Source: an optimization exercise on an open RTL-to-GDS flow (aim: small area). Production flows keep margins and buffers that such runs may drop. Function was checked by simulation only, so behaviour that the tests miss may differ from the original. No activity file was given, so power comes from the tool's default toggle rates.

==> flow/design.v <==
module rdm630_core (
    input  wire         clk,
    input  wire         rst,         
    input  wire         rx_valid,
    input  wire [7:0]   rx_data,
    output wire         rx_ready,
    input  wire         eval,
    output wire         res_valid,
    output wire [1:0]   res,
    output wire         fvalid,
    output wire [111:0] frame,
    output wire         xst,
    output wire [39:0]  card,
    output wire [7:0]   csum,
    output wire [7:0]   p6
);
    localparam integer FRAME_LEN = 14;
    reg [4:0]   kc;
    reg         in_frame;
    reg         pfx_ok;                  
    reg [111:0] sr;                      
    reg [111:0] frame_q;                 
    reg         fvalid_q;
    localparam [4:0] K0 = 5'd2;          
    localparam [4:0] K1 = 5'd3;          
    wire c_ge14 = kc[4];                           
    wire c_16   = kc[4] & kc[1];                   
    wire c_ge15 = kc[4] & (kc[1] | kc[0]);         
    wire c_14   = kc[4] & ~kc[1] & ~kc[0];         
    wire c_13   = ~kc[4] & (kc[3:0] == 4'hF);      
    assign rx_ready = ~c_16 & ~rst;
    wire rx_fire  = rx_valid & rx_ready;
    wire ctl_char = (rx_data[7:2] == 6'd0) & rx_data[1];
    wire is_start = ctl_char & ~rx_data[0];
    wire is_end   = ctl_char &  rx_data[0];
    wire is_hex   = ((rx_data[7:4] == 4'h3) & (rx_data[3:0] <= 4'h9)) |
                    ((rx_data[7:4] == 4'h4) & (rx_data[3:0] >= 4'h1) &
                                              (rx_data[3:0] <= 4'h6));
    wire start  = rx_fire & is_start;
    wire append = rx_fire & in_frame & ~is_start;
    wire take   = start | append;        
    wire [4:0] kc_rx       = start ? K1 : append ? kc + 5'd1 : kc;
    wire       in_frame_rx = start | (in_frame & ~(rx_fire & is_end));
    wire       ok_rx       = start | (pfx_ok & ~(append & ~(c_13 ? is_end : is_hex)));
    wire [111:0] sr_rx = take ? {sr[103:0], rx_data} : sr;
    wire do_eval = eval & ~rst;
    wire len_full = ~start & (append ? c_13 : c_14);
    wire len_over = ~start & (append ? c_ge14 : c_ge15);
    assign res_valid = do_eval;
    assign res = {len_over | (len_full & ~ok_rx), len_over | (len_full & ok_rx)};
    wire clr = do_eval & (len_full | len_over);
    always @(posedge clk) begin
        if (rst) begin
            kc       <= K0;
            in_frame <= 1'b0;
            fvalid_q <= 1'b0;
        end else begin
            kc       <= clr ? K0 : kc_rx;
            in_frame <= in_frame_rx;
            if (clr)
                fvalid_q <= len_full & ok_rx;
        end
    end
    always @(posedge clk) begin
        if (clr)
            pfx_ok <= 1'b0;
        else
            pfx_ok <= ok_rx;
    end
    always @(posedge clk)
        sr <= sr_rx;
    always @(posedge clk) begin
        if (rst)
            frame_q <= 112'd0;
        else if (do_eval & len_full)
            frame_q <= sr_rx;
    end
    assign fvalid = fvalid_q;
    assign xst    = ~fvalid_q;
    assign frame  = frame_q;
    function [3:0] hexval;
        input [7:0] c;
        begin
            hexval[3] = c[6] | c[3];
            hexval[2] = c[2] | (c[6] & c[1] & c[0]);
            hexval[1] = c[1] ^ (c[6] & c[0]);
            hexval[0] = c[0] ^ c[6];
        end
    endfunction
    wire [7:0] pair [0:5];
    genvar g;
    generate
        for (g = 0; g < 6; g = g + 1) begin : g_pair
            assign pair[g] = {hexval(frame_q[111-8*(1+2*g) -: 8]),
                              hexval(frame_q[111-8*(2+2*g) -: 8])};
        end
        for (g = 0; g < 5; g = g + 1) begin : g_card
            assign card[39-8*g -: 8] = pair[g];
        end
    endgenerate
    assign csum = pair[0] ^ pair[1] ^ pair[2] ^ pair[3] ^ pair[4];
    assign p6   = pair[5];
endmodule
==> flow/flow/run.sh <==
#!/bin/bash
# Layout flow:
#  1. the standard synthesis, unchanged (standard.sh synth).
#  2. Gate-level area recovery on that netlist; every flip-flop instance is
#     kept as it is (same name, same cell, same connections):
#     a. fdmap.py rebuilds the hold / hold-and-clear select in front of each
#        plain flip-flop as one o22a / a22o gate with a shared inverted
#        select (or shared nor of select and clear);
#     b. Yosys/ABC re-maps the rest of the combinational cells for area.
#  3. The rest of the standard ORFS flow, except that the port buffers use the
#     smallest buffer cell, and clock tree synthesis clusters more sinks per
#     leaf buffer and adds no dummy loads.
# Each tool's output goes to a log file of its own in this folder.
set -euo pipefail
here=$(pwd)
R=$here/orfs/results/${FLOW_PLATFORM}/rdm630_core/base
LIB=$FLOW_HOME/platforms/${FLOW_PLATFORM}/lib/sky130_fd_sc_hd__tt_025C_1v80.lib

bash standard.sh synth > log_1_synth.log 2>&1

# --- gate-level area recovery ---
cp "$R/1_2_yosys.v" "$here/std_synth.v"
python3 flow/fdmap.py "$LIB" "$here/std_synth.v" "$here/fdmapped.v" > log_2a_fdmap.log 2>&1
python3 flow/mkmap.py "$LIB" > "$here/cellmap.v"
DU=$(sed -n '/^export DONT_USE_CELLS += /,/^$/p' "$FLOW_HOME/platforms/${FLOW_PLATFORM}/config.mk" \
     | tr -s ' \\\t' '\n' | grep '^sky130' | sort -u | sed 's/^/-dont_use /' | tr '\n' ' ')
cat > "$here/remap.ys" <<EOS
read_liberty -lib $LIB
read_verilog $here/fdmapped.v
hierarchy -top $FLOW_TOP
select -set tm $FLOW_TOP/c:* $FLOW_TOP/c:fdm_* %d
techmap -map $here/cellmap.v @tm
techmap
opt -fast -purge
abc -liberty $LIB $DU -script $here/flow/remap.abc
opt_clean -purge
rename -enumerate -pattern rmw_% w:\$*
rename -enumerate -pattern rmc_% c:\$*
stat -liberty $LIB
write_verilog -noattr -nohex -nodec $here/remapped.v
EOS
yosys -s "$here/remap.ys" > log_2b_remap.log 2>&1
cp "$here/remapped.v" "$R/1_2_yosys.v"
rm -f "$R/1_synth.odb" "$R/1_synth.sdc"

bash standard.sh \
  "BUFFER_PORTS_ARGS=-buffer_cell sky130_fd_sc_hd__buf_1" \
  "CTS_ARGS=-sink_clustering_enable -repair_clock_nets -dont_use_dummy_load -sink_clustering_size 20 -sink_clustering_max_diameter 60 -buf_list {sky130_fd_sc_hd__clkbuf_4 sky130_fd_sc_hd__clkbuf_8}" \
  finish > log_3_layout.log 2>&1
==> flow/flow/fdmap.py <==
#!/usr/bin/env python3
"""Re-map the select logic in front of plain flip-flops.

Reads a flat gate-level netlist written by Yosys (one module), finds each
sky130 dfxtp flip-flop whose D input is a small exclusive cone computing
    D = S ? X : Q            (hold unless S)            or
    D = S ? X : (Q & ~R)     (hold unless S, clear on R)
where Q is the flip-flop's own output, and rebuilds that cone as
    o22a(Q, S, X, ~S)        with one shared inverter per S, or
    a22o(Q, ~(S|R), X, S)    with one shared nor2 per (S, R).
The new cells are named fdm_*; everything else is left as it is.
usage: fdmap.py LIBERTY IN.v OUT.v
"""
import re, sys, itertools

lib_path, in_path, out_path = sys.argv[1:4]
P = 'sky130_fd_sc_hd__'

# ---- liberty functions -------------------------------------------------
lib = open(lib_path).read()
funcs = {}          # cell -> {outpin: (inputs, pyexpr)}
for m in re.finditer(r'\n\s*cell\s*\(\s*"?(\w+)"?\s*\)\s*\{', lib):
    name = m.group(1)
    i = m.end(); d = 1
    while d:
        c = lib[i]
        d += (c == '{') - (c == '}')
        i += 1
    body = lib[m.end():i]
    if re.search(r'\b(ff|latch|statetable)\s*\(', body):
        continue
    ins, outs = [], {}
    for pm in re.finditer(r'\n\s*pin\s*\(\s*"?(\w+)"?\s*\)\s*\{', body):
        j = pm.end(); d = 1
        while d:
            c = body[j]
            d += (c == '{') - (c == '}')
            j += 1
        pb = body[pm.end():j]
        dm = re.search(r'direction\s*:\s*"?(\w+)"?', pb)
        fm = re.search(r'\bfunction\s*:\s*"([^"]*)"', pb)
        if dm and dm.group(1) == 'input':
            ins.append(pm.group(1))
        elif dm and dm.group(1) == 'output' and fm:
            f = fm.group(1).replace('!', ' not ').replace('*', ' and ').replace('&', ' and ')
            f = f.replace('+', ' or ').replace('|', ' or ').replace('^', ' != ')
            outs[pm.group(1)] = f
    if outs:
        funcs[name] = (ins, outs)

def cell_eval(typ, pin, vals):
    ins, outs = funcs[typ]
    env = {p: bool(vals[p]) for p in ins}
    return bool(eval(outs[pin], {}, env))

# ---- netlist -----------------------------------------------------------
src = open(in_path).read()
inst_re = re.compile(r'^(\s*)(' + P + r'\w+)\s+(\S+)\s*\((.*?)\);\n', re.S | re.M)
insts = []
for m in inst_re.finditer(src):
    pins = {p: n.strip() for p, n in re.findall(r'\.(\w+)\(([^()]*)\)', m.group(4))}
    insts.append({'type': m.group(2), 'name': m.group(3), 'pins': pins, 'span': m.span()})

driver = {}
loads = {}
for k, c in enumerate(insts):
    for p, n in c['pins'].items():
        if c['type'] in funcs and p in funcs[c['type']][1]:
            driver[n] = (k, p)
        elif re.match(P + r'(e?dfx|df)', c['type']) and p == 'Q':
            driver[n] = (k, p)
        else:
            loads.setdefault(n, []).append((k, p))
ports = set(re.findall(r'^\s*output\s+(?:\[[^\]]*\]\s*)?(\S+);', src, re.M))

def fanout(net):
    base = net.split('[')[0].strip()
    return len(loads.get(net, [])) + (1 if base in ports else 0)

def comb(k):
    return insts[k]['type'] in funcs and len(funcs[insts[k]['type']][1]) == 1

replaced = set()
new_cells = []
shared = {}
counter = itertools.count()

def shared_cell(kind, key, make):
    if (kind, key) not in shared:
        shared[(kind, key)] = make()
    return shared[(kind, key)]

def canon(net):
    # follow plain buffers back to the net they copy
    seen = 0
    while net in driver and seen < 20:
        k, p = driver[net]
        if not re.match(P + r'(clk)?buf_\d+$', insts[k]['type']):
            break
        net = insts[k]['pins']['A']
        seen += 1
    return net

def new_net():
    return 'fdm_n%d' % next(counter)

n_sel = n_clr = 0
for fk, f in enumerate(insts):
    if not re.match(P + r'dfxtp_\d$', f['type']):
        continue
    q, d = f['pins']['Q'], f['pins']['D']
    if d not in driver or not comb(driver[d][0]):
        continue
    # exclusive cone: D's driver plus single-fanout comb drivers of its inputs
    root = driver[d][0]
    if root in replaced:
        continue
    cone = [root]
    for p, n in insts[root]['pins'].items():
        if p in funcs[insts[root]['type']][1]:
            continue
        if n in driver and comb(driver[n][0]) and fanout(n) == 1 and driver[n][0] not in replaced:
            sub = driver[n][0]
            if len(funcs[insts[sub]['type']][0]) <= 2:
                cone.append(sub)
    outs_in_cone = {insts[k]['pins'][list(funcs[insts[k]['type']][1])[0]] for k in cone}
    leaves = []
    for k in cone:
        for p in funcs[insts[k]['type']][0]:
            n = insts[k]['pins'][p]
            if n not in outs_in_cone and n not in leaves:
                leaves.append(n)
    if q not in leaves or len(leaves) > 4:
        continue

    def f_eval(assign):
        vals = dict(assign)
        # evaluate cone bottom-up (subs first, root last)
        for k in cone[1:] + [root]:
            typ = insts[k]['type']
            op = list(funcs[typ][1])[0]
            vals[insts[k]['pins'][op]] = cell_eval(typ, op,
                {p: vals[insts[k]['pins'][p]] for p in funcs[typ][0]})
        return vals[d]

    table = {}
    for bits in itertools.product([0, 1], repeat=len(leaves)):
        table[bits] = f_eval(zip(leaves, bits))
    others = [n for n in leaves if n != q]

    def matches(fn):
        for bits, v in table.items():
            env = dict(zip(leaves, bits))
            if fn(env) != v:
                return False
        return True

    done = False
    if len(others) == 2:
        for s, x in itertools.permutations(others):
            for inv in (False, True):
                if matches(lambda e: e[x] if (e[s] != inv) else e[q]):
                    s = canon(s)
                    if not inv:
                        ns = shared_cell('inv', s, lambda: (new_net(),))[0]
                        sel, nsel = s, ns
                    else:
                        sel, nsel = shared_cell('inv', s, lambda: (new_net(),))[0], s
                    # D = sel ? x : q  =  (q | sel) & (x | ~sel)
                    new_cells.append(('o22a_1', {'A1': q, 'A2': sel, 'B1': x, 'B2': nsel, 'X': d}))
                    done = True; n_sel += 1
                    break
            if done:
                break
    elif len(others) == 3:
        for s, x, r in itertools.permutations(others):
            for sinv, rinv in itertools.product((False, True), repeat=2):
                if matches(lambda e: e[x] if (e[s] != sinv) else (e[q] and (e[r] == rinv))):
                    if sinv or rinv:
                        continue  # not needed for the designs at hand
                    s, r = canon(s), canon(r)
                    hold = shared_cell('nor', (s, r), lambda: (new_net(),))[0]
                    new_cells.append(('a22o_1', {'A1': q, 'A2': hold, 'B1': x, 'B2': s, 'X': d}))
                    done = True; n_clr += 1
                    break
            if done:
                break
    if done:
        replaced.update(cone)

# shared helper cells
for (kind, key), (net,) in shared.items():
    if kind == 'inv':
        new_cells.append(('clkinv_1', {'A': key, 'Y': net}))
    else:
        s, r = key
        new_cells.append(('nor2_1', {'A': s, 'B': r, 'Y': net}))

# ---- write ---------------------------------------------------------------
out = []
pos = 0
for k, c in enumerate(insts):
    a, b = c['span']
    out.append(src[pos:a])
    if k not in replaced:
        out.append(src[a:b])
    pos = b
tail = src[pos:]
decl = ''.join('  wire %s;\n' % net for (net,) in shared.values())
body = ''
for i, (typ, pins) in enumerate(new_cells):
    body += '  %s%s fdm_c%d (%s);\n' % (P, typ, i, ', '.join('.%s(%s)' % (p, n + ' ' if n.startswith('\\') else n) for p, n in pins.items()))
tail = tail.replace('endmodule', decl + body + 'endmodule', 1)
text = ''.join(out) + tail
open(out_path, 'w').write(text)
print('fdmap: %d hold selects, %d hold/clear selects, %d shared cells, %d cells removed'
      % (n_sel, n_clr, len(shared), len(replaced)))
==> flow/flow/mkmap.py <==
import re,sys
lib=open(sys.argv[1]).read()
out=[]
# split into cells
for m in re.finditer(r'\n\s*cell\s*\(\s*"?(\w+)"?\s*\)\s*\{', lib):
    name=m.group(1)
    start=m.end(); depth=1; i=start
    while depth:
        c=lib[i]
        if c=='{': depth+=1
        elif c=='}': depth-=1
        i+=1
    body=lib[start:i]
    if re.search(r'\b(ff|latch|statetable)\s*\(',body): continue
    pins=[]
    for pm in re.finditer(r'\n\s*pin\s*\(\s*"?(\w+)"?\s*\)\s*\{',body):
        ps=pm.end(); d=1; j=ps
        while d:
            c=body[j]
            if c=='{': d+=1
            elif c=='}': d-=1
            j+=1
        pb=body[ps:j]
        dm=re.search(r'direction\s*:\s*"?(\w+)"?',pb)
        fm=re.search(r'\bfunction\s*:\s*"([^"]*)"',pb)
        pins.append((pm.group(1),dm.group(1) if dm else None,fm.group(1) if fm else None))
    outs=[p for p in pins if p[1]=='output']
    if not outs or any(p[2] is None for p in outs): continue
    ins=[p for p in pins if p[1]=='input']
    lines=[f"module {name}({', '.join(p[0] for p in ins+outs)});"]
    for p in ins: lines.append(f"  input {p[0]};")
    for p in outs:
        f=p[2].replace('!','~').replace('*','&').replace('+','|')
        f=re.sub(r"(\w+)'",r"(~\1)",f)
        assert re.fullmatch(r"[\w\s~&|^()]*",f),(name,f)
        lines.append(f"  output {p[0]};\n  assign {p[0]} = {f};")
    lines.append("endmodule")
    out.append("\n".join(lines))
print("\n".join(out))
==> flow/flow/remap.abc <==
strash
&get -n
&deepsyn -T 30
&put
dch -f
amap -m
==> flow/standard.sh <==
#!/bin/bash
# synth_recipe.tcl (not shown) runs the flow's synth.tcl, then flattens the netlist and writes it again
# the make line also repeats each setting of config.mk as NAME=value (left out here)
make -C /OpenROAD-flow-scripts/flow DESIGN_CONFIG=/design/flow/config.mk WORK_HOME=/design/flow/orfs CLKGATE_MAP_FILE= SYNTH_SCRIPT=/design/flow/synth_recipe.tcl "${@:-finish}"
==> flow/config.mk <==
export PLATFORM = sky130hd
export DESIGN_NAME = rdm630_core
export DESIGN_NICKNAME = rdm630_core
export VERILOG_FILES = /design/flow/design.v
export SDC_FILE = /design/flow/constraint.sdc
export NUM_CORES = 4
export LEC_CHECK = 0
export CAP_MARGIN = 0
export CORE_MARGIN = 2
export CORE_UTILIZATION = 65
export SLEW_MARGIN = 0
==> flow/constraint.sdc <==
create_clock -name core_clock -period 10.0 [get_ports {clk}]
set_input_delay 2.0000 -clock core_clock [delete_from_list [all_inputs] [get_ports {clk}]]
set_output_delay 2.0000 -clock core_clock [all_outputs]
set_load 0.01 [all_outputs]
==> impl_metrics.csv, run 1 <==
group,metric,value,unit
global_route,overflow,0,
global_route,antenna_found_initial,0,
finish,post-route-util,76.4,%
routing,wl,17300,um
routing,ant_nets,0,
floorplan,fp.dieArea,12600,um2
min_path,hold_depth,2,
clock_tree,numCtsBuffers,15,
min_path,min_to,"frame_q[0]$_SDFFE_PP0P_",
routing,vias,6114,
routing,detail_route.vias_per_cell,6.01,
placement,place_hpwl,11600,um
min_path,timing.hold.worst.class,"reg2reg",
critical_path,cp-end-kind,"primary output",
finish,instances_no_fill,1017,
critical_path,required,8000,ps
logic_synthesis,yosys_warnings,1,
finish,fin_nets,888,
floorplan,boundaryPins,186,
critical_path,r2r_end,"frame_q[22]$_SDFFE_PP0P_",
pwr,seq_power_share,68.3,%
sta,tns,0,ps
routing,dr.pass1.iters,7,
pwr,p_sw_share,21.1,%
floorplan,fp.dieW,112,um
pwr,switchingPower,0.000298,W
floorplan,die_h,112,um
critical_path,cp_max_fo,5,
clock_tree,postCtsSetupBuffers,0,
finish,areaGrowthSynthToFinish,14.8,%
routing,wl_per_cell,17.0,um
pwr,clockPowerShare,27.9,%
clock_tree,cts_buffer_depth,3,
critical_path,r2r_cells,15,
placement,placedCellCount,1002,
pwr,p_leak,3.19,nW
critical_path,max_stage_delay,560,ps
outcome,status,"timing/DRC/antenna clean",
clock_tree,cts.clk_slew.worst_paths,110,ps
sta,setup_violations,0,
clock_tree,cts_htree_levels,1,
finish,nFillCells,835,
sta,min_period,6380,ps
sta,hold_viol,0,
sta,rsz0062_at_grt,"false",
finish,post_route_cells_drive_above_1_share,2.52,%
placement,gp_congestion,0.935,
clock_tree,cts.sinks,232,
critical_path,critical_path.top_delay_family,"simple AND/OR/NAND/NOR gates",
clock_tree,hold_buffers,0,
clock_tree,clkLatencyLatePin,480,ps
routing,drt_iter0_drc,465,
critical_path,worstSetupStartpointType,"input port",
pwr,internal_power,0.00112,W
logic_synthesis,syn-instance-count,671,
logic_synthesis,synth_area,7600,um2
sta,final_max_slew_viol_count,0,
pwr,comb_power_share,3.8,%
critical_path,timing.critical_path.buf_inv,3,
critical_path,crit_type,"in2out",
global_route,grt_first_pass_wirelength,27900,um
critical_path,cp_slowest_cell,"or4_1",
pwr,peakVddDrop,0.000145,V
global_route,grt_max_degree,114,
sta,worstMarginPinSlew,1200,ps
routing,drc,0,
floorplan,num_rows,39,
sta,skew,29.8,ps
clock_tree,cts_resized,0,
global_route,grt_usage,26.3,%
finish,antenna_cells,0,
logic_synthesis,synth_area_per_cell,11.3,um2
pwr,powerDensity,162,nW/um2
run,cap_violations,0,
clock_tree,root_buffer,"clkbuf_8",
floorplan,start_util,66.6,%
sta,slew_headroom,19.9,%
placement,io_buffers,185,
floorplan,coreArea,11400,um2
min_path,hp-start,"frame_q[0]$_SDFFE_PP0P_",
clock_tree,cts_tree,"built",
global_route,grt_pass1_vias,5570,
critical_path,arrival,4380,ps
critical_path,r2r-start,"kc[1]$_SDFFE_PP1P_",
critical_path,r2r_slack,5870,ps
logic_synthesis,syn-num-nets,683,
sta,timing.final.crit_share,63.8,%
critical_path,path_cells,"buf_1 -> or4_1 -> nor4b_1 -> nand3_1 -> nor2_1 -> clkinv_1 -> o21ai_0 -> nor2_1 -> buf_1",
sta,max_clock_freq,157,MHz
==> worst min-delay path, cell delays in order, from the launching register on <==
cell and delay (ps):
dfxtp_1 330, clkinv_1 40, o31ai_1 60
==> metal layers <==
layer,up-vias,GRT usage [%],routed length (um)
met1,2905,37.6,7810
met3,25,4.81,1090
met4,0,6.75,337
li1,2977,-,-
met2,207,41.8,8020
met5,-,0,0
==> state kept, by name, indices dropped and copies added (netlist names) <==
name and cells:
sr 112, pfx_ok 1, frame_q 112, in_frame 1
fvalid_q 1, kc 5
==> how the worst max path moves through the flow <==
stage / cells past startpoint / from / slack, ps / endpoint
global route: 9 / rx_data[4] / 3370 / res[1]
CTS: 9 / rx_data[4] / 3670 / res[1]
global placement: 9 / rx_data[3] / 3830 / res[1]
finish: 9 / rx_data[4] / 3620 / res[1]
floorplan: 14 / rst / 790 / frame_q[100]$_SDFFE_PP0P_
detailed placement: 9 / rx_data[4] / 3680 / res[1]
==> cell usage in the layout, fill, tap and decap left out, types with 2 or more instances in the layout <==
| cell type | n |
|---|---|
| nand3_1 | 3 |
| nor3_1 | 2 |
| o22a_1 | 111 |
| o21a_1 | 4 |
| clkbuf_8 | 15 |
| nor2b_1 | 3 |
| clkinv_1 | 45 |
| a21oi_1 | 29 |
| buf_4 | 3 |
| buf_1 | 185 |
| or2_0 | 9 |
| o22ai_1 | 13 |
| o21ai_0 | 18 |
| nor2_1 | 52 |
| xor2_1 | 4 |
| nand2_1 | 23 |
| dfxtp_1 | 232 |
| a22o_1 | 111 |
==> power groups by stage <==
stage | combinational, W | clock, W | sequential (W)
after global routing | 0.0000579 | 0.000437 | 0.000972
after global placement | 0.0000501 | 0 | 0.000987
after CTS | 0.0000528 | 0.000406 | 0.000968
after detailed placement | 0.0000528 | 0 | 0.000989
after floorplan | 0.0000418 | 0 | 0.000985
final | 0.0000532 | 0.000395 | 0.000968
==> area by class of cell <==
class	count	area [um2]	area share [%]
flip-flops and latches	232	4640	53.2
multi-input cells	393	2810	32.2
repair buffers	188	717	8.21
clock buffers	15	206	2.37
well taps	143	179	2.05
inverters	46	175	2.01
==> stage by stage <==
stage          hold WS (ps)  area, um2  total power (W)  setup WS [ps]
6_report                471       8730          0.00142           3620
5_1_grt                 501       8730          0.00147           3370
4_1_cts                 473       8730          0.00143           3670
3_5_place_dp            451       8520          0.00104           3680
3_3_place_gp            445       8520          0.00104           3830
2_1_floorplan           430       7600          0.00103            786
==> run 2: changes to the inputs <==
--- a/flow/config.mk
+++ b/flow/config.mk
@@ -5,7 +5,7 @@
 export SDC_FILE = /design/flow/constraint.sdc
 export NUM_CORES = 4
 export LEC_CHECK = 0
-export CAP_MARGIN = 0
+export CAP_MARGIN = 20
 export CORE_MARGIN = 2
 export CORE_UTILIZATION = 65
-export SLEW_MARGIN = 0
+export SLEW_MARGIN = 20
==> run 2 against run 1 <==
Final cell count unchanged; largest cell class unchanged; via count is essentially flat; register-to-register slack improved by 50 ps; worst setup slack worse by 23 ps; core utilization up 0.055 points; largest power group unchanged.
==> impl_metrics.csv, run 2 <==
group,metric,value,unit
clock_tree,cts_buffer_depth,3,
placement,place_hpwl,11600,um
placement,pre_cts_slack,3690,ps
clock_tree,postCtsSetupBuffers,0,
min_path,hp-start,"frame_q[0]$_SDFFE_PP0P_",
clock_tree,cts_htree_levels,1,
floorplan,start_util,66.6,%
critical_path,cp-end-kind,"primary output",
routing,drc,0,
sta,setup_violations,0,
finish,layout_commonest_cell,"dfxtp_1",
critical_path,crit_type,"in2out",
global_route,antenna_found_initial,0,
logic_synthesis,syn-instance-count,671,
global_route,grt_first_pass_wirelength,28300,um
critical_path,path_cells,"buf_1 -> or4_1 -> nor4b_1 -> nand3_1 -> nor2_1 -> clkinv_1 -> o21ai_0 -> nor2_1 -> buf_1",
finish,post_route_cells_drive_above_1_share,2.52,%
floorplan,coreArea,11400,um2
critical_path,r2r-start,"kc[1]$_SDFFE_PP1P_",
sta,min_period,6400,ps
critical_path,timing.critical_path.buf_inv,3,
routing,dr.pass1.iters,5,
critical_path,critical_path.top_delay_family,"simple AND/OR/NAND/NOR gates",
routing,detail_route.vias_per_cell,6.01,
floorplan,boundaryPins,186,
min_path,hold_depth,2,
floorplan,num_rows,39,
critical_path,cp_slowest_cell,"or4_1",
clock_tree,numCtsBuffers,15,
finish,fin_nets,888,
logic_synthesis,syn-num-nets,683,
clock_tree,root_buffer,"clkbuf_8",
placement,io_buffers,185,
finish,nFillCells,808,
outcome,status,"timing/DRC/antenna clean",
sta,tns,0,ps
clock_tree,cts.sinks,232,
finish,multi_input_area,2810,um2
sta,fin_ws,3600,ps
clock_tree,clkLatencyLatePin,480,ps
clock_tree,cts_tree,"built",
critical_path,r2r_end,"frame_q[75]$_SDFFE_PP0P_",
routing,vias,6115,
run,cap_violations,0,
critical_path,r2r_slack,5920,ps
sta,slew_headroom,39.4,%
finish,areaGrowthSynthToFinish,14.9,%
global_route,overflow,0,
pwr,peakVddDrop,0.000146,V
pwr,powerDensity,162,nW/um2
clock_tree,hold_buffers,0,
pwr,p_leak,3.19,nW
logic_synthesis,synth_area_per_cell,11.3,um2
finish,antenna_cells,0,
clock_tree,cts_resized,0,
sta,final_max_slew_viol_count,0,
min_path,timing.hold.worst.class,"reg2reg",
clock_tree,cts.clk_slew.worst_paths,110,ps
routing,drt_iter0_drc,453,
placement,post_dp_cell_area,8530,um2
routing,wl_per_cell,17.2,um
critical_path,max_stage_delay,570,ps
finish,final_cell_mix,"dfxtp_1 (232), buf_1 (185), a22o_1 (111), o22a_1 (111), nor2_1 (52)",
finish,largestRegisters,"frame_q: 112 flops, sr: 112 flops, kc: 5 flops",
critical_path,r2r_cells,15,
routing,ant_nets,0,
finish,fin_area,8730,um2
critical_path,arrival,4400,ps
global_route,grt_pass1_vias,5594,
pwr,total_power,0.00142,W
routing,wl,17500,um
sta,timing.final.crit_share,64.0,%
min_path,min_to,"frame_q[0]$_SDFFE_PP0P_",
logic_synthesis,synth_area,7600,um2
logic_synthesis,yosys_warnings,1,
sta,hold_viol,0,
critical_path,required,8000,ps
global_route,grt_usage,26.9,%
finish,instances_no_fill,1017,
sta,skew,24.8,ps
floorplan,fp.dieArea,12600,um2
placement,placedCellCount,1002,
finish,register_area,4640,um2
critical_path,cp_max_fo,5,
floorplan,fp.dieW,112,um
global_route,grt_max_degree,114,
sta,worstMarginPinSlew,906,ps
sta,rsz0062_at_grt,"false",
floorplan,die_h,112,um
placement,gp_congestion,0.935,
critical_path,worstSetupStartpointType,"input port",
sta,max_clock_freq,156,MHz
[run 2: layout make-up]
class / count / area share (%)
Inverter: 46 / 2.03
Multi-Input combinational cell: 393 / 32.1
Clock buffer: 15 / 2.36
Tap cell: 143 / 2.05
Sequential cell: 232 / 53.2
Timing Repair Buffer: 188 / 8.25
[run 2: report_power, final]
| group | internal [W] | switching [W] |
|---|---|---|
| Sequential | 0.000953 | 0.0000153 |
| Combinational | 0.0000283 | 0.0000250 |
| Clock | 0.000137 | 0.000260 |
| Total | 0.00112 | 0.000300 |
[run 2: worst max path at each step]
stage,start,end,slack (ps),depth (start not counted)
after detailed placement,rx_data[4],res[1],3690,9
after global placement,rx_data[3],res[1],3830,9
final,rx_data[4],res[1],3600,9
after floorplan,rst,frame_q[100]$_SDFFE_PP0P_,790,14
after global routing,rx_data[4],res[1],3390,9
after CTS,rx_data[4],res[1],3660,9
[run 2: through the flow]
stage / hold slack, ps / util, %
CTS: 473 / 76.5
detailed placement: 446 / 74.7
global placement: 445 / 74.6
global route: 485 / 76.5
floorplan: 430 / -
finish: 466 / 76.5
[run 2: worst register-to-register path: cells and delay by family, from the launching register on]
kind | cells | cell delay (ps)
AOI/OAI and AO/OA | 3 | 820
and+or+nand+nor | 8 | 1740
DFF | 1 | 390
buffers and inverters | 4 | 1070
[run 2: routing by layer]
layer  vias to the layer above  track usage [%]  part of all wire, %
li1                       2974                -                    -
met1                      2909             38.8                   45
met2                       211             42.7                   47
met3                        21             4.43                  6.8
met4                         0             6.59                  1.6
met5                         -                0                    0
==> run 3: changes to the inputs <==
--- a/flow/flow/run.sh
+++ b/flow/flow/run.sh
@@ -45,5 +45,5 @@
 
 bash standard.sh \
   "BUFFER_PORTS_ARGS=-buffer_cell sky130_fd_sc_hd__buf_1" \
-  "CTS_ARGS=-sink_clustering_enable -repair_clock_nets -dont_use_dummy_load -sink_clustering_size 20 -sink_clustering_max_diameter 60 -buf_list {sky130_fd_sc_hd__clkbuf_4 sky130_fd_sc_hd__clkbuf_8}" \
+  "CTS_ARGS=-sink_clustering_enable -repair_clock_nets -dont_use_dummy_load -sink_clustering_size 12 -sink_clustering_max_diameter 40 -buf_list {sky130_fd_sc_hd__clkbuf_4}" \
   finish > log_3_layout.log 2>&1
==> run 3 against run 2 <==
Critical path depth is the same; fmax about the same; worst hold slack better by 1.2 ps; synthesized area is the same; sequential power hardly changed; first-iteration DRC count increased by 6.0%; combinational power hardly changed; global-route usage is 0.35 points lower; sequential share of layout area is 0.069 points higher; worst setup slack improved by 3.8 ps; clock skew is 33 ps higher; largest power group unchanged; wire length is 0.45% lower.
==> impl_metrics.csv, run 3 <==
group,metric,value,unit
pwr,clockPowerShare,27.3,%
outcome,status,"timing/DRC/antenna clean",
finish,largestRegisters,"frame_q: 112 flops, sr: 112 flops, kc: 5 flops",
routing,drc,0,
finish,final_cell_mix,"dfxtp_1 (232), buf_1 (185), a22o_1 (111), o22a_1 (111), nor2_1 (52)",
sta,max_clock_freq,156,MHz
global_route,use_met3,4.16,%
pwr,seq_power_share,68.9,%
critical_path,cp_slowest_cell,"or4_1",
sta,worstMarginPinSlew,899,ps
pwr,total_power,0.00141,W
finish,fin_nets,899,
logic_synthesis,syn-instance-count,671,
sta,final_max_slew_viol_count,0,
clock_tree,root_buffer,"clkbuf_4",
global_route,grt_usage,26.5,%
logic_synthesis,synth_area_per_cell,11.3,um2
critical_path,required,8000,ps
sta,min_period,6400,ps
clock_tree,hold_buffers,0,
floorplan,boundaryPins,186,
critical_path,cp_max_fo,5,
global_route,overflow,0,
routing,detail_route.vias_per_cell,6.04,
floorplan,die_h,112,um
pwr,powerDensity,161,nW/um2
run,cap_violations,0,
floorplan,coreArea,11400,um2
clock_tree,numCtsBuffers,26,
clock_tree,cts_buffer_depth,3,
sta,skew,58.2,ps
clock_tree,cts.clk_slew.worst_paths,120,ps
global_route,use_met1,38.4,%
global_route,grt.busiest_layer,"met2",
routing,dr.pass1.iters,5,
critical_path,max_stage_delay,570,ps
global_route,grt_pass1_vias,5648,
min_path,hp-start,"frame_q[0]$_SDFFE_PP0P_",
routing,vias,6212,
global_route,grt_max_degree,114,
critical_path,critPathLaunch,"rx_data[4]",
finish,fin_area,8720,um2
sta,rsz0062_at_grt,"false",
clock_tree,postCtsSetupBuffers,0,
critical_path,path_cells,"buf_1 -> or4_1 -> nor4b_1 -> nand3_1 -> nor2_1 -> clkinv_1 -> o21ai_0 -> nor2_1 -> buf_1",
finish,areaGrowthSynthToFinish,14.8,%
critical_path,arrival,4400,ps
floorplan,fp.dieW,112,um
pwr,p_leak,3.20,nW
pwr,peakVddDrop,0.000128,V
finish,antenna_cells,0,
clock_tree,cts.sinks,232,
critical_path,cp-end-kind,"primary output",
clock_tree,cts_tree,"built",
routing,wl_per_cell,17.0,um
sta,tns,0,ps
logic_synthesis,synth_area,7600,um2
clock_tree,clkLatencyLatePin,610,ps
global_route,antenna_found_initial,0,
placement,post_dp_cell_area,8530,um2
pwr,p_sw_share,21.7,%
critical_path,timing.critical_path.buf_inv,3,
critical_path,r2r-start,"kc[1]$_SDFFE_PP1P_",
placement,io_buffers,185,
finish,multi_input_area,2810,um2
logic_synthesis,syn-num-nets,683,
finish,register_area,4640,um2
floorplan,start_util,66.6,%
routing,wl,17400,um
sta,hold_viol,0,
placement,gp_congestion,0.935,
global_route,grt_first_pass_wirelength,28100,um
routing,ant_nets,0,
critical_path,worstSetupStartpointType,"input port",
sta,setup_violations,0,
pwr,internal_power,0.00110,W
finish,layout_commonest_cell,"dfxtp_1",
critical_path,crit_type,"in2out",
logic_synthesis,yosys_warnings,1,
sta,slew_headroom,39.9,%
sta,timing.final.crit_share,64.0,%
routing,drt_iter0_drc,480,
floorplan,fp.dieArea,12600,um2
clock_tree,cts_htree_levels,1,
floorplan,num_rows,39,
global_route,use_met2,42.0,%
clock_tree,cts_resized,0,
finish,post_route_cells_drive_above_1_share,3.73,%
pwr,switchingPower,0.000304,W
placement,place_hpwl,11600,um
pwr,comb_power_share,3.8,%
critical_path,critical_path.top_delay_family,"simple AND/OR/NAND/NOR gates",
finish,nFillCells,829,
min_path,timing.hold.worst.class,"reg2reg",
run 3: final timing paths:
path	to	slack, ps	cells past startpoint
max	res[1]	3600	9
min	frame_q[0]$_SDFFE_PP0P_	470	2
max reg2reg	frame_q[8]$_SDFFE_PP0P_	5920	15
min reg2reg	frame_q[0]$_SDFFE_PP0P_	470	2
run 3: layout make-up:
| type | count | share of cell area, % |
|---|---|---|
| sequential | 232 | 53.2 |
| multi-input combinational | 393 | 32.2 |
| timing repair buffer | 188 | 8.26 |
| clock buffer | 26 | 2.24 |
| tap | 143 | 2.05 |
| inverter | 46 | 2.04 |
run 3: metrics by stage:
step / setup WS [ps] / util, % / cells / hold WS (ps)
after floorplan: 786 / - / 671 / 430
after global placement: 3830 / 74.6 / 1002 / 445
after detailed placement: 3690 / 74.7 / 1002 / 446
after CTS: 3660 / 76.4 / 1028 / 474
after global routing: 3390 / 76.4 / 1028 / 486
final: 3600 / 76.4 / 1028 / 467
run 3: power groups by stage:
stage | Clock (W) | Combinational (W) | Sequential [W]
final | 0.000384 | 0.0000532 | 0.000968
after global routing | 0.000429 | 0.0000580 | 0.000972
after CTS | 0.000396 | 0.0000528 | 0.000968
after detailed placement | 0 | 0.0000528 | 0.000989
after global placement | 0 | 0.0000501 | 0.000987
after floorplan | 0 | 0.0000418 | 0.000985
run 3: worst min-delay path: stages, from the launching register on:
cell	delay, ps
dfxtp_1	330
clkinv_1	40
o31ai_1	60
run 3: layer usage:
metal	vias to the layer above	share of wire [%]	wire (um)
li1	3002	-	-
met1	2940	45	7810
met2	245	47	8140
met3	25	6.7	1170
met4	0	1.8	310
met5	-	0	0
==> run 4: changes to the inputs <==
--- a/flow/config.mk
+++ b/flow/config.mk
@@ -5,7 +5,7 @@
 export SDC_FILE = /design/flow/constraint.sdc
 export NUM_CORES = 4
 export LEC_CHECK = 0
-export CAP_MARGIN = 20
+export CAP_MARGIN = 0
 export CORE_MARGIN = 2
 export CORE_UTILIZATION = 65
-export SLEW_MARGIN = 20
+export SLEW_MARGIN = 0
==> run 4 against run 3 <==
Via count grew 0.31%; final cell count shrank 0.19%; worst setup slack lost 35 ps; sequential power is essentially flat; critical path type unchanged; combinational power is essentially flat; synthesized area is the same; largest power group unchanged; register-to-register slack lost 80 ps; still clean on timing, DRC and antenna; clock-buffer cell count shrank 2.
==> impl_metrics.csv, run 4 <==
group,metric,value,unit
outcome,status,"timing/DRC/antenna clean",
pwr,seq_power_share,69.5,%
logic_synthesis,synth_area_per_cell,11.3,um2
clock_tree,clkLatencyLatePin,590,ps
finish,fin_nets,897,
clock_tree,hold_buffers,0,
finish,areaGrowthSynthToFinish,14.5,%
routing,wl_per_cell,16.9,um
sta,skew,42.2,ps
pwr,p_leak,3.19,nW
sta,tns,0,ps
critical_path,r2r_end,"frame_q[104]$_SDFFE_PP0P_",
placement,pre_cts_slack,3680,ps
clock_tree,cts_resized,0,
routing,wl,17300,um
sta,worstMarginPinSlew,1200,ps
run,cap_violations,0,
finish,final_cell_mix,"dfxtp_1 (232), buf_1 (185), a22o_1 (111), o22a_1 (111), nor2_1 (52)",
routing,drt_iter0_drc,451,
routing,drc,0,
global_route,overflow,0,
sta,setup_violations,0,
routing,vias,6231,
finish,layout_commonest_cell,"dfxtp_1",
clock_tree,cts_buffer_depth,3,
critical_path,cp-end-kind,"primary output",
global_route,grt_first_pass_wirelength,28000,um
clock_tree,cts.clk_slew.worst_paths,110,ps
clock_tree,postCtsSetupBuffers,0,
finish,post_route_cells_drive_above_1_share,3.51,%
floorplan,num_rows,39,
pwr,clockPowerShare,26.6,%
sta,max_clock_freq,155,MHz
pwr,internal_power,0.00109,W
finish,antenna_cells,0,
sta,whs,472,ps
sta,hold_viol,0,
critical_path,cp_max_fo,5,
min_path,min_to,"frame_q[0]$_SDFFE_PP0P_",
routing,ant_nets,0,
logic_synthesis,syn-num-nets,683,
logic_synthesis,syn-instance-count,671,
global_route,antenna_found_initial,0,
logic_synthesis,yosys_warnings,1,
min_path,timing.hold.worst.class,"reg2reg",
floorplan,fp.dieW,112,um
global_route,grt_usage,26.4,%
sta,final_max_slew_viol_count,0,
clock_tree,cts.sinks,232,
pwr,switchingPower,0.000299,W
critical_path,r2r-start,"kc[1]$_SDFFE_PP1P_",
pwr,powerDensity,160,nW/um2
floorplan,coreArea,11400,um2
critical_path,worstSetupStartpointType,"input port",
clock_tree,root_buffer,"clkbuf_4",
floorplan,start_util,66.6,%
pwr,total_power,0.00139,W
sta,slew_headroom,20.2,%
global_route,grt_max_degree,114,
clock_tree,numCtsBuffers,24,
floorplan,boundaryPins,186,
critical_path,r2r_cells,15,
pwr,p_sw_share,21.5,%
finish,largestRegisters,"frame_q: 112 flops, sr: 112 flops, kc: 5 flops",
critical_path,crit_type,"in2out",
pwr,peakVddDrop,0.000127,V
sta,min_period,6430,ps
sta,timing.final.crit_share,64.3,%
clock_tree,cts_htree_levels,1,
sta,fin_ws,3570,ps
placement,place_hpwl,11600,um
min_path,hp-start,"frame_q[0]$_SDFFE_PP0P_",
placement,io_buffers,185,
floorplan,die_h,112,um
critical_path,r2r_slack,5840,ps
global_route,grt_pass1_vias,5671,
logic_synthesis,synth_area,7600,um2
pwr,comb_power_share,3.8,%
min_path,hold_depth,2,
critical_path,arrival,4430,ps
floorplan,fp.dieArea,12600,um2
routing,dr.pass1.iters,6,
placement,gp_congestion,0.935,
clock_tree,cts_tree,"built",
sta,rsz0062_at_grt,"false",
critical_path,required,8000,ps
routing,detail_route.vias_per_cell,6.07,
[run 4: metrics by stage]
step                      utilization (%)  std cells  cell area (um2)
after global routing                 76.2       1026             8700
after floorplan                         -        671             7600
final                                76.2       1026             8700
after detailed placement             74.6       1002             8520
after CTS                            76.2       1026             8700
after global placement               74.6       1002             8520
[run 4: how the worst max path moves through the flow]
stage / startpoint / end / slack (ps) / cells after the start
CTS: rx_data[4] / res[1] / 3660 / 9
detailed placement: rx_data[4] / res[1] / 3680 / 9
global placement: rx_data[3] / res[1] / 3830 / 9
finish: rx_data[4] / res[1] / 3570 / 9
global route: rx_data[4] / res[1] / 3350 / 9
floorplan: rst / frame_q[100]$_SDFFE_PP0P_ / 790 / 14
[run 4: per-layer routing]
layer | routed length (um) | track usage, %
met5 | 0 | 0
met4 | 335 | 6.99
met3 | 1170 | 5.24
met2 | 8070 | 42.1
met1 | 7720 | 37.3
[run 4: power by group through the flow]
stage                     Clock, W  Sequential (W)  Combinational [W]
after floorplan                  0        0.000985          0.0000418
after global placement           0        0.000987          0.0000501
after detailed placement         0        0.000989          0.0000528
after CTS                 0.000382        0.000968          0.0000528
after global routing      0.000417        0.000972          0.0000579
final                     0.000370        0.000968          0.0000534
[run 4: layout make-up]
cell class | instances | area (um2)
fill | 847 | 2720
multi-input combinational | 393 | 2810
timing repair buffer | 188 | 717
tap | 143 | 179
inverter | 46 | 175
clock buffer | 24 | 180
sequential | 232 | 4640
[run 4: critical path, stage by stage]
cell	delay, ps
buf_1	110
or4_1	560
nor4b_1	500
nand3_1	170
nor2_1	310
clkinv_1	270
o21ai_0	260
nor2_1	100
buf_1	140
==> run 5: changes to the inputs <==
--- a/flow/config.mk
+++ b/flow/config.mk
@@ -7,5 +7,5 @@
 export LEC_CHECK = 0
 export CAP_MARGIN = 0
 export CORE_MARGIN = 2
-export CORE_UTILIZATION = 65
+export CORE_UTILIZATION = 75
 export SLEW_MARGIN = 0
==> run 5 against run 4 <==
Worst setup slack worse by 110 ps; largest power group unchanged; largest cell class unchanged; core utilization up 12 points; final area about the same; combinational power up 4%; register-to-register slack better by 90 ps; worst hold slack better by 10 ps; critical path type unchanged; power about the same; first-iteration DRC count up 23%; still clean on timing, DRC and antenna.
==> impl_metrics.csv, run 5 <==
group,metric,value,unit
outcome,status,"timing/DRC/antenna clean",
clock_tree,cts.clk_slew.worst_paths,70,ps
clock_tree,clkLatencyLatePin,580,ps
critical_path,path_cells,"buf_1 -> or4_1 -> nor4b_1 -> nand3_1 -> nor2_1 -> clkinv_1 -> o21ai_0 -> nor2_1 -> buf_1",
pwr,powerDensity,160,nW/um2
routing,detail_route.vias_per_cell,6.31,
critical_path,timing.critical_path.buf_inv,3,
logic_synthesis,yosys_warnings,1,
routing,wl_per_cell,18.2,um
floorplan,fp.dieW,105,um
critical_path,worstSetupStartpointType,"input port",
critical_path,required,8000,ps
logic_synthesis,syn-num-nets,683,
routing,vias,6427,
critical_path,critPathLaunch,"rx_data[4]",
critical_path,cp_max_fo,5,
global_route,grt_max_degree,114,
clock_tree,root_buffer,"clkbuf_4",
finish,fin_nets,898,
clock_tree,cts_resized,0,
finish,final_cell_mix,"dfxtp_1 (232), buf_1 (185), a22o_1 (111), o22a_1 (111), nor2_1 (52)",
sta,tns,0,ps
critical_path,crit_type,"in2out",
sta,setup_violations,0,
critical_path,cp-end-kind,"primary output",
logic_synthesis,syn-instance-count,671,
sta,worstMarginPinSlew,1240,ps
clock_tree,hold_buffers,0,
clock_tree,postCtsSetupBuffers,0,
sta,min_period,6550,ps
floorplan,fp.dieArea,11000,um2
pwr,comb_power_share,4.0,%
sta,hold_viol,0,
sta,final_max_slew_viol_count,0,
placement,io_buffers,185,
floorplan,die_h,105,um
global_route,grt_pass1_vias,5914,
min_path,hp-start,"frame_q[39]$_SDFFE_PP0P_",
routing,ant_nets,0,
min_path,timing.hold.worst.class,"reg2reg",
sta,skew,41.1,ps
clock_tree,cts_buffer_depth,3,
run,cap_violations,0,
pwr,clockPowerShare,26.4,%
clock_tree,cts_htree_levels,1,
floorplan,num_rows,36,
sta,rsz0062_at_grt,"false",
sta,timing.final.crit_share,65.5,%
pwr,p_leak,3.20,nW
finish,post_route_cells_drive_above_1_share,3.62,%
sta,max_clock_freq,153,MHz
logic_synthesis,synth_area_per_cell,11.3,um2
pwr,switchingPower,0.000303,W
routing,drt_iter0_drc,555,
pwr,p_sw_share,21.8,%
critical_path,cp_slowest_cell,"nor4b_1",
sta,slew_headroom,17.6,%
sta,whs,482,ps
finish,largestRegisters,"frame_q: 112 flops, sr: 112 flops, kc: 5 flops",
pwr,seq_power_share,69.6,%
global_route,overflow,0,
critical_path,critical_path.top_delay_family,"simple AND/OR/NAND/NOR gates",
clock_tree,cts_tree,"built",
pwr,peakVddDrop,0.000157,V
routing,wl,18500,um
routing,drc,0,
placement,place_hpwl,12400,um
routing,dr.pass1.iters,7,
floorplan,boundaryPins,186,
pwr,internal_power,0.00109,W
critical_path,r2r-start,"kc[1]$_SDFFE_PP1P_",
critical_path,arrival,4550,ps
global_route,grt_usage,32.6,%
logic_synthesis,synth_area,7600,um2
global_route,grt_first_pass_wirelength,29600,um
placement,gp_congestion,0.922,
finish,areaGrowthSynthToFinish,14.4,%
floorplan,coreArea,9820,um2
finish,layout_commonest_cell,"dfxtp_1",
global_route,antenna_found_initial,0,
floorplan,start_util,77.4,%
critical_path,max_stage_delay,600,ps
clock_tree,numCtsBuffers,23,
clock_tree,cts.sinks,232,
## run 5: cell type report
class | count | area (um2)
clock buffers | 23 | 173
fillers | 503 | 1120
multi-input cells | 393 | 2810
repair buffers | 190 | 732
well taps | 133 | 166
diodes | 1 | 2.50
flip-flops and latches | 232 | 4640
inverters | 46 | 174
## run 5: final timing paths
path | endpoint | slack (ps) | cells past startpoint
setup reg to reg | frame_q[0]$_SDFFE_PP0P_ | 5930 | 15
hold reg to reg | frame_q[39]$_SDFFE_PP0P_ | 480 | 1
setup / recovery | res[1] | 3450 | 9
hold / removal | frame_q[39]$_SDFFE_PP0P_ | 480 | 1
## run 5: metrics by stage
stage | cell area [um2] | setup WS (ps) | util, % | std cells | total power [W]
6_report | 8700 | 3450 | 88.6 | 1018 | 0.00139
2_1_floorplan | 7600 | 786 | - | 671 | 0.00103
5_1_grt | 8700 | 3400 | 88.6 | 1017 | 0.00143
4_1_cts | 8700 | 3660 | 88.6 | 1017 | 0.00139
3_3_place_gp | 8520 | 3840 | 86.8 | 994 | 0.00104
3_5_place_dp | 8520 | 3660 | 86.8 | 994 | 0.00104
## run 5: routing by layer
layer  wire length, um  vias to the layer above  share of wire [%]  GRT usage, %
li1                  -                     3008                  -             -
met1              7640                     3091                 41          42.9
met2              9100                      293                 49          55.6
met3              1390                       35                7.5          6.49
met4               356                        0                1.9          8.00
met5                 0                        -                  0             0
## run 5: power by group through the flow
| stage | Sequential [W] | Clock (W) | Combinational (W) |
|---|---|---|---|
| 6_report | 0.000969 | 0.000367 | 0.0000553 |
| 5_1_grt | 0.000972 | 0.000401 | 0.0000593 |
| 4_1_cts | 0.000968 | 0.000368 | 0.0000543 |
| 3_5_place_dp | 0.000989 | 0 | 0.0000542 |
| 3_3_place_gp | 0.000987 | 0 | 0.0000503 |
| 2_1_floorplan | 0.000985 | 0 | 0.0000418 |
==> run 6: changes to the inputs <==
--- a/flow/flow/fdmap.py
+++ b/flow/flow/fdmap.py
@@ -176,11 +176,10 @@
         for s, x, r in itertools.permutations(others):
             for sinv, rinv in itertools.product((False, True), repeat=2):
                 if matches(lambda e: e[x] if (e[s] != sinv) else (e[q] and (e[r] == rinv))):
-                    if sinv or rinv:
-                        continue  # not needed for the designs at hand
                     s, r = canon(s), canon(r)
-                    hold = shared_cell('nor', (s, r), lambda: (new_net(),))[0]
-                    new_cells.append(('a22o_1', {'A1': q, 'A2': hold, 'B1': x, 'B2': s, 'X': d}))
+                    cap = s if not sinv else shared_cell('inv', s, lambda: (new_net(),))[0]
+                    hold = shared_cell(('hold', sinv, rinv), (s, r), lambda: (new_net(),))[0]
+                    new_cells.append(('a22o_1', {'A1': q, 'A2': hold, 'B1': x, 'B2': cap, 'X': d}))
                     done = True; n_clr += 1
                     break
             if done:
@@ -193,8 +192,17 @@
     if kind == 'inv':
         new_cells.append(('clkinv_1', {'A': key, 'Y': net}))
     else:
+        # hold = ~cap & (r == rinv), with cap = s ^ sinv
+        _, sinv, rinv = kind
         s, r = key
-        new_cells.append(('nor2_1', {'A': s, 'B': r, 'Y': net}))
+        if not sinv and not rinv:
+            new_cells.append(('nor2_1', {'A': s, 'B': r, 'Y': net}))
+        elif not sinv and rinv:
+            new_cells.append(('nor2b_1', {'A': s, 'B_N': r, 'Y': net}))
+        elif sinv and not rinv:
+            new_cells.append(('nor2b_1', {'A': r, 'B_N': s, 'Y': net}))
+        else:
+            new_cells.append(('and2_1', {'A': s, 'B': r, 'X': net}))
 
 # ---- write ---------------------------------------------------------------
 out = []
--- a/flow/config.mk
+++ b/flow/config.mk
@@ -7,5 +7,5 @@
 export LEC_CHECK = 0
 export CAP_MARGIN = 0
 export CORE_MARGIN = 2
-export CORE_UTILIZATION = 75
+export CORE_UTILIZATION = 65
 export SLEW_MARGIN = 0
==> run 6 against run 5 <==
Still clean; core utilization is 12 points lower; sequential share of layout area barely moved; via count decreased by 3.0%; combinational power down 3%; power about the same; synthesized area unchanged; synthesized cell count stayed put; first-iteration DRC count decreased by 19%; fmax increased by 1.8%; critical path type unchanged; critical endpoint unchanged; largest power group unchanged; highest routed layer unchanged.
==> impl_metrics.csv, run 6 <==
group,metric,value,unit
outcome,status,"timing/DRC/antenna clean",
floorplan,boundaryPins,186,
finish,antenna_cells,0,
clock_tree,cts_buffer_depth,3,
finish,nFillCells,847,
sta,timing.final.crit_share,64.3,%
global_route,overflow,0,
critical_path,cp-end-kind,"primary output",
finish,areaGrowthSynthToFinish,14.5,%
logic_synthesis,synth_area_per_cell,11.3,um2
min_path,timing.hold.worst.class,"reg2reg",
routing,drt_iter0_drc,451,
global_route,antenna_found_initial,0,
global_route,grt_pass1_vias,5671,
clock_tree,root_buffer,"clkbuf_4",
finish,largestRegisters,"frame_q: 112 flops, sr: 112 flops, kc: 5 flops",
floorplan,die_h,112,um
placement,place_hpwl,11600,um
critical_path,arrival,4430,ps
sta,rsz0062_at_grt,"false",
logic_synthesis,synth_area,7600,um2
logic_synthesis,syn-num-nets,683,
finish,register_area,4640,um2
pwr,peakVddDrop,0.000127,V
clock_tree,cts_htree_levels,1,
placement,gp_congestion,0.935,
critical_path,crit_type,"in2out",
global_route,grt_first_pass_wirelength,28000,um
floorplan,fp.dieArea,12600,um2
routing,drc,0,
logic_synthesis,yosys_warnings,1,
sta,whs,472,ps
sta,min_period,6430,ps
pwr,powerDensity,160,nW/um2
critical_path,cp_max_fo,5,
sta,skew,42.2,ps
sta,tns,0,ps
global_route,grt_max_degree,114,
sta,hold_viol,0,
floorplan,fp.dieW,112,um
logic_synthesis,syn-instance-count,671,
clock_tree,postCtsSetupBuffers,0,
floorplan,coreArea,11400,um2
clock_tree,cts_resized,0,
finish,multi_input_area,2810,um2
routing,wl,17300,um
finish,post_route_cells_drive_above_1_share,3.51,%
placement,post_dp_cell_area,8520,um2
routing,ant_nets,0,
sta,worstMarginPinSlew,1200,ps
sta,max_clock_freq,155,MHz
critical_path,r2r_cells,15,
pwr,p_leak,3.19,nW
finish,final_cell_mix,"dfxtp_1 (232), buf_1 (185), a22o_1 (111), o22a_1 (111), nor2_1 (52)",
routing,vias,6231,
routing,detail_route.vias_per_cell,6.07,
sta,setup_violations,0,
routing,wl_per_cell,16.9,um
critical_path,required,8000,ps
finish,fin_area,8700,um2
clock_tree,cts.sinks,232,
clock_tree,numCtsBuffers,24,
placement,io_buffers,185,
clock_tree,clkLatencyLatePin,590,ps
critical_path,worstSetupStartpointType,"input port",
floorplan,start_util,66.6,%
min_path,hold_depth,2,
global_route,grt_usage,26.4,%
finish,fin_nets,897,
run,cap_violations,0,
clock_tree,cts_tree,"built",
critical_path,r2r_slack,5840,ps
sta,slew_headroom,20.2,%
sta,final_max_slew_viol_count,0,
clock_tree,hold_buffers,0,
finish,layout_commonest_cell,"dfxtp_1",
clock_tree,cts.clk_slew.worst_paths,110,ps
routing,dr.pass1.iters,6,
floorplan,num_rows,39,
## run 6: critical path, stage by stage
cell,delay (ps)
buf_1,110
or4_1,560
nor4b_1,500
nand3_1,170
nor2_1,310
clkinv_1,270
o21ai_0,260
nor2_1,100
buf_1,140
## run 6: area by class of cell
cell class / instances / share of cell area (%)
multi-input combinational: 393 / 32.3
timing repair buffer: 188 / 8.24
tap: 143 / 2.06
sequential: 232 / 53.4
inverter: 46 / 2.01
clock buffer: 24 / 2.07
## run 6: power by group
group	internal (W)	total (W)	switching, W	leakage (nW)
Sequential	0.000953	0.000968	0.0000149	1.88
Clock	0.000111	0.000370	0.000259	0.110
Combinational	0.0000283	0.0000534	0.0000251	1.20
Total	0.00109	0.00139	0.000299	3.19
## run 6: worst paths after layout
kind / from / to
hold / removal: frame_q[0]$_SDFFE_PP0P_ / frame_q[0]$_SDFFE_PP0P_
hold reg to reg: frame_q[0]$_SDFFE_PP0P_ / frame_q[0]$_SDFFE_PP0P_
setup reg to reg: kc[1]$_SDFFE_PP1P_ / frame_q[104]$_SDFFE_PP0P_
setup / recovery: rx_data[4] / res[1]
## run 6: stage by stage
step / cells / worst slack [ps] / utilization [%] / total power (W)
after floorplan: 671 / 786 / - / 0.00103
after global placement: 1002 / 3830 / 74.6 / 0.00104
after detailed placement: 1002 / 3680 / 74.6 / 0.00104
after CTS: 1026 / 3660 / 76.2 / 0.00140
after global routing: 1026 / 3350 / 76.2 / 0.00145
final: 1026 / 3570 / 76.2 / 0.00139
## run 6: per-layer routing
layer,global-route usage (%),share of wire [%],up-vias
li1,-,-,2997
met1,37.3,45,2976
met5,0,0,-
met2,42.1,47,231
met3,5.24,6.8,27
met4,6.99,1.9,0
==> run 7: changes to the inputs <==
--- a/flow/flow/run.sh
+++ b/flow/flow/run.sh
@@ -45,5 +45,5 @@
 
 bash standard.sh \
   "BUFFER_PORTS_ARGS=-buffer_cell sky130_fd_sc_hd__buf_1" \
-  "CTS_ARGS=-sink_clustering_enable -repair_clock_nets -dont_use_dummy_load -sink_clustering_size 12 -sink_clustering_max_diameter 40 -buf_list {sky130_fd_sc_hd__clkbuf_4}" \
+  "CTS_ARGS=-sink_clustering_enable -repair_clock_nets -dont_use_dummy_load -sink_clustering_size 8 -sink_clustering_max_diameter 30 -buf_list {sky130_fd_sc_hd__clkbuf_2 sky130_fd_sc_hd__clkbuf_4}" \
   finish > log_3_layout.log 2>&1
==> run 7 against run 6 <==
Non-clock buffer count unchanged; largest cell class unchanged; critical endpoint unchanged; critical path depth is the same; synthesized area stayed put; fmax about the same; final area up 1.1%; highest routed layer unchanged.
==> impl_metrics.csv, run 7 <==
group,metric,value,unit
global_route,grt_usage,27.0,%
placement,pre_cts_slack,3680,ps
pwr,peakVddDrop,0.000110,V
sta,timing.final.crit_share,64.4,%
clock_tree,hold_buffers,0,
critical_path,path_cells,"buf_1 -> or4_1 -> nor4b_1 -> nand3_1 -> nor2_1 -> clkinv_1 -> o21ai_0 -> nor2_1 -> buf_1",
sta,tns,0,ps
floorplan,fp.dieArea,12600,um2
sta,whs,463,ps
routing,drc,0,
sta,min_period,6440,ps
finish,fin_nets,910,
logic_synthesis,synth_area_per_cell,11.3,um2
min_path,hold_depth,2,
clock_tree,cts.sinks,232,
finish,areaGrowthSynthToFinish,15.8,%
critical_path,cp-end-kind,"primary output",
logic_synthesis,syn-num-nets,683,
finish,layout_commonest_cell,"dfxtp_1",
clock_tree,numCtsBuffers,37,
sta,hold_viol,0,
clock_tree,cts_buffer_depth,3,
pwr,powerDensity,167,nW/um2
logic_synthesis,synth_area,7600,um2
global_route,overflow,0,
critical_path,r2r_slack,5910,ps
critical_path,cp_max_fo,5,
global_route,grt_max_degree,114,
clock_tree,postCtsSetupBuffers,0,
critical_path,crit_type,"in2out",
routing,wl,17600,um
global_route,grt_first_pass_wirelength,28500,um
critical_path,worstSetupStartpointType,"input port",
floorplan,boundaryPins,186,
global_route,grt_pass1_vias,5833,
finish,post_route_cells_drive_above_1_share,4.91,%
routing,wl_per_cell,17.0,um
critical_path,r2r_cells,15,
critical_path,cp_slowest_cell,"or4_1",
placement,gp_congestion,0.935,
clock_tree,root_buffer,"clkbuf_4",
floorplan,fp.dieW,112,um
critical_path,critPathLaunch,"rx_data[4]",
floorplan,num_rows,39,
logic_synthesis,yosys_warnings,1,
sta,fin_ws,3560,ps
routing,drt_iter0_drc,469,
finish,register_area,4640,um2
critical_path,max_stage_delay,560,ps
finish,multi_input_area,2810,um2
placement,io_buffers,185,
routing,dr.pass1.iters,7,
critical_path,arrival,4440,ps
clock_tree,cts_resized,0,
critical_path,r2r_end,"frame_q[2]$_SDFFE_PP0P_",
min_path,timing.hold.worst.class,"reg2reg",
clock_tree,cts_htree_levels,2,
floorplan,coreArea,11400,um2
routing,vias,6291,
pwr,p_leak,3.25,nW
routing,detail_route.vias_per_cell,6.05,
sta,rsz0062_at_grt,"false",
finish,nFillCells,817,
clock_tree,cts_tree,"built",
critical_path,r2r-start,"kc[1]$_SDFFE_PP1P_",
clock_tree,clkLatencyLatePin,550,ps
min_path,min_to,"frame_q[0]$_SDFFE_PP0P_",
floorplan,start_util,66.6,%
placement,placedCellCount,1002,
sta,worstMarginPinSlew,1210,ps
sta,setup_violations,0,
global_route,antenna_found_initial,0,
finish,instances_no_fill,1039,
sta,slew_headroom,19.6,%
sta,max_clock_freq,155,MHz
min_path,hp-start,"frame_q[0]$_SDFFE_PP0P_",
finish,final_cell_mix,"dfxtp_1 (232), buf_1 (185), a22o_1 (111), o22a_1 (111), nor2_1 (52)",
logic_synthesis,syn-instance-count,671,
routing,ant_nets,0,
critical_path,required,8000,ps
floorplan,die_h,112,um
sta,final_max_slew_viol_count,0,
sta,skew,23.8,ps
clock_tree,cts.clk_slew.worst_paths,60,ps
placement,place_hpwl,11600,um
finish,antenna_cells,0,
run,cap_violations,0,
outcome,status,"timing/DRC/antenna clean",
finish,largestRegisters,"frame_q: 112 flops, sr: 112 flops, kc: 5 flops",
## run 7: changes by cell type in the layout (fill, tap and decap cells not counted)
cell	previous run	this run
clkbuf_4	24	37
## run 7: through the flow
stage	instance area, um2	util [%]	total power [W]
after floorplan	7600	-	0.00103
after global placement	8520	74.6	0.00104
after detailed placement	8520	74.6	0.00104
after CTS	8800	77.1	0.00148
after global routing	8800	77.1	0.00153
final	8800	77.1	0.00147
## run 7: area by class of cell
class,count,area share (%)
inverters,46,1.99
well taps,143,2.03
flip-flops and latches,232,52.8
clock buffers,37,3.16
multi-input cells,393,31.9
repair buffers,188,8.15
## run 7: worst max-delay path, delay by kind of cell
kind                   cells  cell delay (ps)
AND/OR/NAND/NOR            5             1660
AO/OA/AOI/OAI              1              250
buffers and inverters      3              520
## run 7: worst max path at each step
stage / endpoint / cells past startpoint
2_1_floorplan: frame_q[100]$_SDFFE_PP0P_ / 14
3_3_place_gp: res[1] / 9
3_5_place_dp: res[1] / 9
4_1_cts: res[1] / 9
5_1_grt: res[1] / 9
6_report: res[1] / 9
## run 7: layer usage
layer	vias to the layer above	track usage [%]	part of all wire, %
met4	0	7.64	1.5
met2	232	43.1	47
met5	-	0	0
li1	3032	-	-
met3	22	5.56	7.1
met1	3005	37.6	44
## run 7: where the power goes
group	internal, W	total, W	leakage (nW)	switching (W)
clock network	0.000171	0.000449	0.170	0.000277
registers	0.000953	0.000968	1.88	0.0000151
logic	0.0000282	0.0000533	1.20	0.0000250
total	0.00115	0.00147	3.25	0.000317

-- static timing again, ports no longer ideal --
No port has a modelled driver above. Below, the same layouts with a new extraction and two added sets of constraints.
Step 1, drivers: a clkbuf_16 drives clk and a buf_2 each remaining input, both assumed.
Step 2 also shifts input and output timing later by t, the mid clock arrival at the registers, as if the neighbouring blocks saw the same clock.
Slacks: ideal ports / drivers / drivers and shift; pairs: ideal ports / drivers.
run	t (ns)	setup WS [ns]	clock arrival spread, ns	worst register clock-pin slew, ns	worst slew at a driven data input, ns
run 1	0.506	3.619 / 3.600 / 3.600	0.031 / 0.031	0.11 / 0.11	0.03
run 2	0.504	3.596 / 3.577 / 3.577	0.029 / 0.029	0.12 / 0.12	0.03
run 3	0.613	3.600 / 3.580 / 3.580	0.062 / 0.061	0.12 / 0.12	0.03
run 4	0.605	3.565 / 3.546 / 3.546	0.042 / 0.042	0.12 / 0.12	0.03
run 5	0.597	3.450 / 3.429 / 3.429	0.041 / 0.041	0.12 / 0.12	0.03
run 6	0.605	3.565 / 3.546 / 3.546	0.042 / 0.042	0.12 / 0.12	0.03
run 7	0.574	3.561 / 3.542 / 3.542	0.023 / 0.024	0.09 / 0.09	0.03
After both steps setup and hold are still met in every run listed. The setup slack of run 5, which loses most, moves by -0.021 ns with the drivers and by -0.021 ns with both steps.
